From an optimization exercise on the open Yosys and OpenROAD flow, aimed at small area; shortcuts taken in it are not production practice.
Function was checked by simulation only, so behaviour that the tests miss may differ from the original.
The clock port is modelled as an ideal driver; clocking choices that lean on that would not hold on a real chip.

Setup of JK:
==> flow/design.v <==
module wiegand_core (
    input  wire        clk,
    input  wire        rst,
    input  wire [2:0]  cfg,          
    input  wire        op_valid,
    input  wire [2:0]  op,
    input  wire        lineA,        
    input  wire        lineB,
    input  wire [31:0] now,          
    output reg         digit_valid,
    output wire [3:0]  digit,
    output reg         code_valid,
    output wire [23:0] code,
    output reg         data_valid,
    output wire [23:0] data,
    output reg         state_valid,
    output wire [7:0]  state
);
    localparam [2:0] OP_INIT  = 3'd0;
    localparam [2:0] OP_BIT   = 3'd1;
    localparam [2:0] OP_TICK  = 3'd2;
    localparam [2:0] OP_QUERY = 3'd3;
    localparam [2:0] OP_RESET = 3'd4;
    reg [24:0] frame;
    integer    fj;
    reg [4:0]  pos;               
    reg        par1;              
    reg        par2;              
    reg [31:0] acc_code;
    reg [2:0]  mul_cnt;           
    reg        mul_zero;          
    reg [3:1]  mul_prev;          
    reg        mul_carry;
    reg        acc_zero;          
    reg        f_conn;            
    reg        f_logic;           
    reg [7:1]  snapshot;          
    reg        first_pending;     
    reg [31:0] nlast;             
    reg        always_send;
    reg        byte_reorder;
    reg        keypad_en;
    reg        was_query;
    wire is_init  = rst | (op_valid & (op == OP_INIT));
    wire is_bit   = ~rst & op_valid & (op == OP_BIT);
    wire is_tick  = ~rst & op_valid & (op == OP_TICK);
    wire is_query = ~rst & op_valid & (op == OP_QUERY);
    wire is_reset = ~rst & op_valid & (op == OP_RESET);
    wire conn_now = lineA & lineB;
    wire [13:0] ec;
    wire [12:0] elo;
    assign ec[0] = 1'b1;
    genvar ei;
    generate for (ei = 0; ei < 13; ei = ei + 1) begin : sub
        assign elo[ei]  = now[ei] ^ nlast[ei] ^ ec[ei];
        assign ec[ei+1] = (now[ei] & nlast[ei]) | (ec[ei] & (now[ei] ^ nlast[ei]));
    end endgenerate
    wire [31:13] hc = {now[30:13] | nlast[30:13], ec[13]};
    wire [31:13] hx = (now[31:13] ^ hc) ^ nlast[31:13];
    wire         hi_zero = ~|hx;
    wire ge5001 = elo[12] & (elo[11] | elo[10] | (elo[9] & elo[8] & elo[7] &
                  (elo[6] | elo[5] | elo[4] | (elo[3] & (elo[2] | elo[1] | elo[0])))));
    wire ge21   = (|elo[12:5]) | (elo[4] & (elo[3] | (elo[2] & (elo[1] | elo[0]))));
    wire         gt5000  = ~hi_zero | ge5001;
    wire         gt20    = ~hi_zero | ge21;
    wire        timed     = is_bit | is_tick;
    wire        key_idle  = timed & gt5000;
    wire        frame_gap = timed & gt20 & (pos != 5'd31);
    wire       logic_fault = (lineA == lineB);
    wire       bit_value   = ~logic_fault & ~lineB;
    wire [4:0] wp          = frame_gap ? 5'd31 : pos;
    wire       first_half  = (wp == 5'd31) | (wp < 5'd12);
    wire       slot_clr    = is_bit & (wp == 5'd0);
    wire       slot_set    = is_bit & bit_value;
    wire [2:0] set_grp     = {3{slot_set}} & {grp == 2'd2, grp == 2'd1, grp == 2'd0};
    wire [7:0] sel_bit     = 8'd1 << wp[2:0];
    wire [1:0] grp         = (byte_reorder & ~wp[3]) ? {~wp[4], 1'b0} : wp[4:3];
    wire       key_pos   = (wp == 5'd6);
    wire       last_pos  = (wp == 5'd24);
    wire [6:1] low_bits   = byte_reorder ? frame[22:17] : frame[6:1];
    wire [3:0] key_n1     = {low_bits[3:1], frame[0]};
    wire [3:0] key_n2     = {bit_value, low_bits[6:4]};
    wire       key_step   = is_bit & keypad_en & key_pos;
    wire       key_agree  = (key_n1 == key_n2);
    wire       key_digit  = key_step & key_agree & (key_n1 <= 4'd9);
    wire       key_submit = key_step & key_agree & (key_n1 == 4'd11);
    wire full_frame = is_bit & last_pos;
    wire run_emit   = frame_gap | full_frame;
    wire ep_p1      = par1;
    wire ep_p2      = frame_gap ? par2 : (par2 ^ bit_value);
    wire parity_ok  = ~ep_p1 & ep_p2;
    wire emit_data  = run_emit & parity_ok;
    wire        acc_is0     = acc_zero;
    wire        step0  = key_digit;
    wire        busy   = (mul_cnt != 3'd0);
    wire        mzero  = step0 ? acc_is0 : mul_zero;
    wire [3:0]  cur    = acc_code[3:0] & {4{~mzero}};
    wire        n8     = key_n1[3];
    wire        mx     = step0 ? n8 : mul_prev[3];
    wire [2:0]  my     = step0 ? ({3{n8}} | key_n1[2:0]) : mul_prev;
    wire        mci    = step0 ? (n8 & key_n1[0]) : mul_carry;
    wire [4:0]  msum   = {1'b0, cur[2:0], mx} + {1'b0, cur[0], my} + {4'd0, mci};
    wire        submit_send = key_submit & ~acc_is0 & (acc_code != 32'd0) & (acc_code[31:24] == 8'd0);
    wire key_action     = key_digit | key_submit;
    wire run_reset_proc = frame_gap | key_action | full_frame | is_reset;
    wire in_op_flags    = is_bit & ~frame_gap;    
    wire [7:1] notify_flags;
    assign notify_flags[1] = emit_data | key_digit | submit_send;
    assign notify_flags[2] = f_conn;
    assign notify_flags[3] = f_logic | (in_op_flags & logic_fault);
    assign notify_flags[4] = frame_gap;
    assign notify_flags[5] = frame_gap;
    assign notify_flags[6] = run_emit & ep_p1;
    assign notify_flags[7] = run_emit & ~ep_p2;
    wire notify_fire = run_reset_proc
                     & (first_pending | (notify_flags != {snapshot[7:6], snapshot[4], snapshot[4:1]}) | always_send);
    always @(posedge clk) begin
        if (is_init) begin
            always_send   <= cfg[0];
            byte_reorder  <= cfg[1];
            keypad_en     <= cfg[2];
            acc_zero      <= 1'b1;
            first_pending <= 1'b1;
            nlast         <= 32'hFFFF_FFFF;
            pos           <= 5'd31;
            f_conn        <= conn_now;
            f_logic       <= 1'b0;
        end else begin
            if (notify_fire) begin
                snapshot      <= {notify_flags[7:6], 1'b0, notify_flags[4:1]};
                first_pending <= 1'b0;
            end
            if (is_bit)
                nlast   <= ~now;
            if (key_action | full_frame | (frame_gap & ~is_bit) | is_reset) begin
                pos       <= 5'd31;
                f_conn    <= conn_now;
                f_logic   <= 1'b0;
            end else if (is_bit) begin
                pos       <= wp + 5'd1;
                if (frame_gap) begin
                    f_conn  <= conn_now;
                    f_logic <= logic_fault;
                end else begin
                    f_logic <= f_logic | logic_fault;
                end
            end
            if (key_digit) begin
                acc_zero <= 1'b0;
            end else if (key_idle | emit_data | key_submit) begin
                acc_zero <= 1'b1;
            end
        end
        if (is_bit) begin
            if (wp == 5'd31) begin
                par1 <= bit_value;
                par2 <= 1'b0;
            end else if (first_half)
                par1 <= par1 ^ bit_value;
            else
                par2 <= par2 ^ bit_value;
        end
        if (is_bit & (wp == 5'd31))
            frame[0] <= bit_value;
        for (fj = 0; fj < 24; fj = fj + 1)
            frame[fj + 1] <= (frame[fj + 1] & ~slot_clr) | (set_grp[fj / 8] & sel_bit[fj % 8]);
        if (step0 | busy) begin
            acc_code <= {msum[3:0], acc_code[31:4]};
            mul_cnt  <= mul_cnt + 3'd1;
        end
        if (step0)
            mul_zero <= acc_is0;
        mul_prev  <= cur[3:1];
        mul_carry <= msum[4];
        digit_valid <= key_digit;
        code_valid  <= submit_send;
        data_valid  <= emit_data;
        state_valid <= notify_fire | is_query;
        was_query   <= is_query;
    end
    assign digit = key_n1;
    assign code  = acc_code[23:0];
    assign data  = frame[24:1];
    assign state = was_query ? {4'd0, f_logic, f_conn, 2'b01}
                           : {snapshot[7:6], snapshot[4], snapshot[4:1], 1'b1};
endmodule
Settings: LEC_CHECK=0, CAP_MARGIN=20, CORE_MARGIN=2, CORE_UTILIZATION=65, SLEW_MARGIN=20; clock period 16.0 ns.
standard.sh (not shown) runs the stock make flow with config.mk's settings and CLKGATE_MAP_FILE= SYNTH_SCRIPT=/design/flow/synth_recipe.tcl, a recipe that flattens the netlist after the stock synthesis.
==> flow/flow/run.sh <==
#!/bin/bash
# The standard layout (standard.sh, unchanged synthesis and steps), with
# - the port buffers that placement inserts made sky130_fd_sc_hd__buf_1
#   instead of the buffer buffer_ports picks by default (every port still
#   gets a buffer);
# - clock tree synthesis with clkbuf_4 buffers and no dummy loads on the
#   clock tree's leaves;
# - after floorplanning, each combinational cell at its family's smallest
#   drive strength (flow/downsize.tcl); later repair steps upsize as needed;
# - after clock tree synthesis, leaf clock buffers with slow clock-pin slews
#   made clkbuf_8 (flow/clkfix.tcl).
set -euo pipefail
export BUFFER_PORTS_ARGS="-buffer_cell sky130_fd_sc_hd__buf_1"
export CTS_ARGS="-sink_clustering_enable -repair_clock_nets -buf_list sky130_fd_sc_hd__clkbuf_4 -dont_use_dummy_load"
export POST_FLOORPLAN_TCL="$PWD/flow/downsize.tcl"
export POST_CTS_TCL="$PWD/flow/clkfix.tcl"
bash standard.sh > standard.log 2>&1
Other scripts of this flow, unchanged in this note and not shown: flow/flow/clkfix.tcl, flow/flow/downsize.tcl
Setup changes, JK to MS
diff --git a/flow/design.v b/flow/design.v
--- a/flow/design.v
+++ b/flow/design.v
@@ -34,11 +34,12 @@
     reg        acc_zero;          
     reg        f_conn;            
     reg        f_logic;           
     reg [7:1]  snapshot;          
     reg        first_pending;     
-    reg [31:0] nlast;             
+    reg [31:0] last_ts;           
+    wire [31:0] nlast = ~last_ts;      
     reg        always_send;
     reg        byte_reorder;
     reg        keypad_en;
     reg        was_query;
     wire is_init  = rst | (op_valid & (op == OP_INIT));
@@ -119,21 +120,18 @@
             always_send   <= cfg[0];
             byte_reorder  <= cfg[1];
             keypad_en     <= cfg[2];
             acc_zero      <= 1'b1;
             first_pending <= 1'b1;
-            nlast         <= 32'hFFFF_FFFF;
             pos           <= 5'd31;
             f_conn        <= conn_now;
             f_logic       <= 1'b0;
         end else begin
-            if (notify_fire) begin
+            if (run_reset_proc) begin
                 snapshot      <= {notify_flags[7:6], 1'b0, notify_flags[4:1]};
                 first_pending <= 1'b0;
             end
-            if (is_bit)
-                nlast   <= ~now;
             if (key_action | full_frame | (frame_gap & ~is_bit) | is_reset) begin
                 pos       <= 5'd31;
                 f_conn    <= conn_now;
                 f_logic   <= 1'b0;
             end else if (is_bit) begin
@@ -162,14 +160,18 @@
         end
         if (is_bit & (wp == 5'd31))
             frame[0] <= bit_value;
         for (fj = 0; fj < 24; fj = fj + 1)
             frame[fj + 1] <= (frame[fj + 1] & ~slot_clr) | (set_grp[fj / 8] & sel_bit[fj % 8]);
-        if (step0 | busy) begin
+        if (is_bit)
+            last_ts <= now;
+        if (step0 | busy)
             acc_code <= {msum[3:0], acc_code[31:4]};
-            mul_cnt  <= mul_cnt + 3'd1;
-        end
+        if (is_init)
+            mul_cnt <= 3'd0;
+        else if (step0 | busy)
+            mul_cnt <= mul_cnt + 3'd1;
         if (step0)
             mul_zero <= acc_is0;
         mul_prev  <= cur[3:1];
         mul_carry <= msum[4];
         digit_valid <= key_digit;
--- outcome ---
MS vs JK, cell with the largest stage delay on the worst path: or4_1 vs nor4_1
JK has higher worst hold slack after final layout than MS.
| minimum clock period after layout | lower: MS |
MS vs. JK: pre-CTS worst setup slack increased by 0.40 ns relative to the old numbers; tap cell count went down.
Against JK, MS comes in 0.091 µm lower on wire length per cell after detailed routing.
Compared with JK, MS shows a lower synthesized area.

[afterwards: timing with drivers on the ports]
No port has a modelled driver above. Below, the same layouts with a new extraction and two added sets of constraints. Step 1 assumes that a clkbuf_16 drives the clock port and a buf_2 every other input. Step 2 moves the port delays by t, midway between the first and last clock arrival at a register: inputs arrive t later, outputs are due t later. That takes back most of the time a late clock gives input paths. a / b / c = ideal ports / drivers / drivers and shift; a / b = the first two.
run	shift t [ns]	setup WS [ns]	hold slack, ns	latest minus earliest clock arrival (ns)	worst data-port slew with drivers (ns)
JK	0.502	3.867 / 3.865 / 3.363	0.463 / 0.463 / 0.463	0.028 / 0.027	0.04
MS	0.498	4.472 / 4.477 / 3.979	0.449 / 0.449 / 0.449	0.044 / 0.044	0.04
After both steps every run listed still meets setup and hold. The setup slack of JK, which loses most, moves by -0.002 ns with the drivers and by -0.504 ns with both steps.
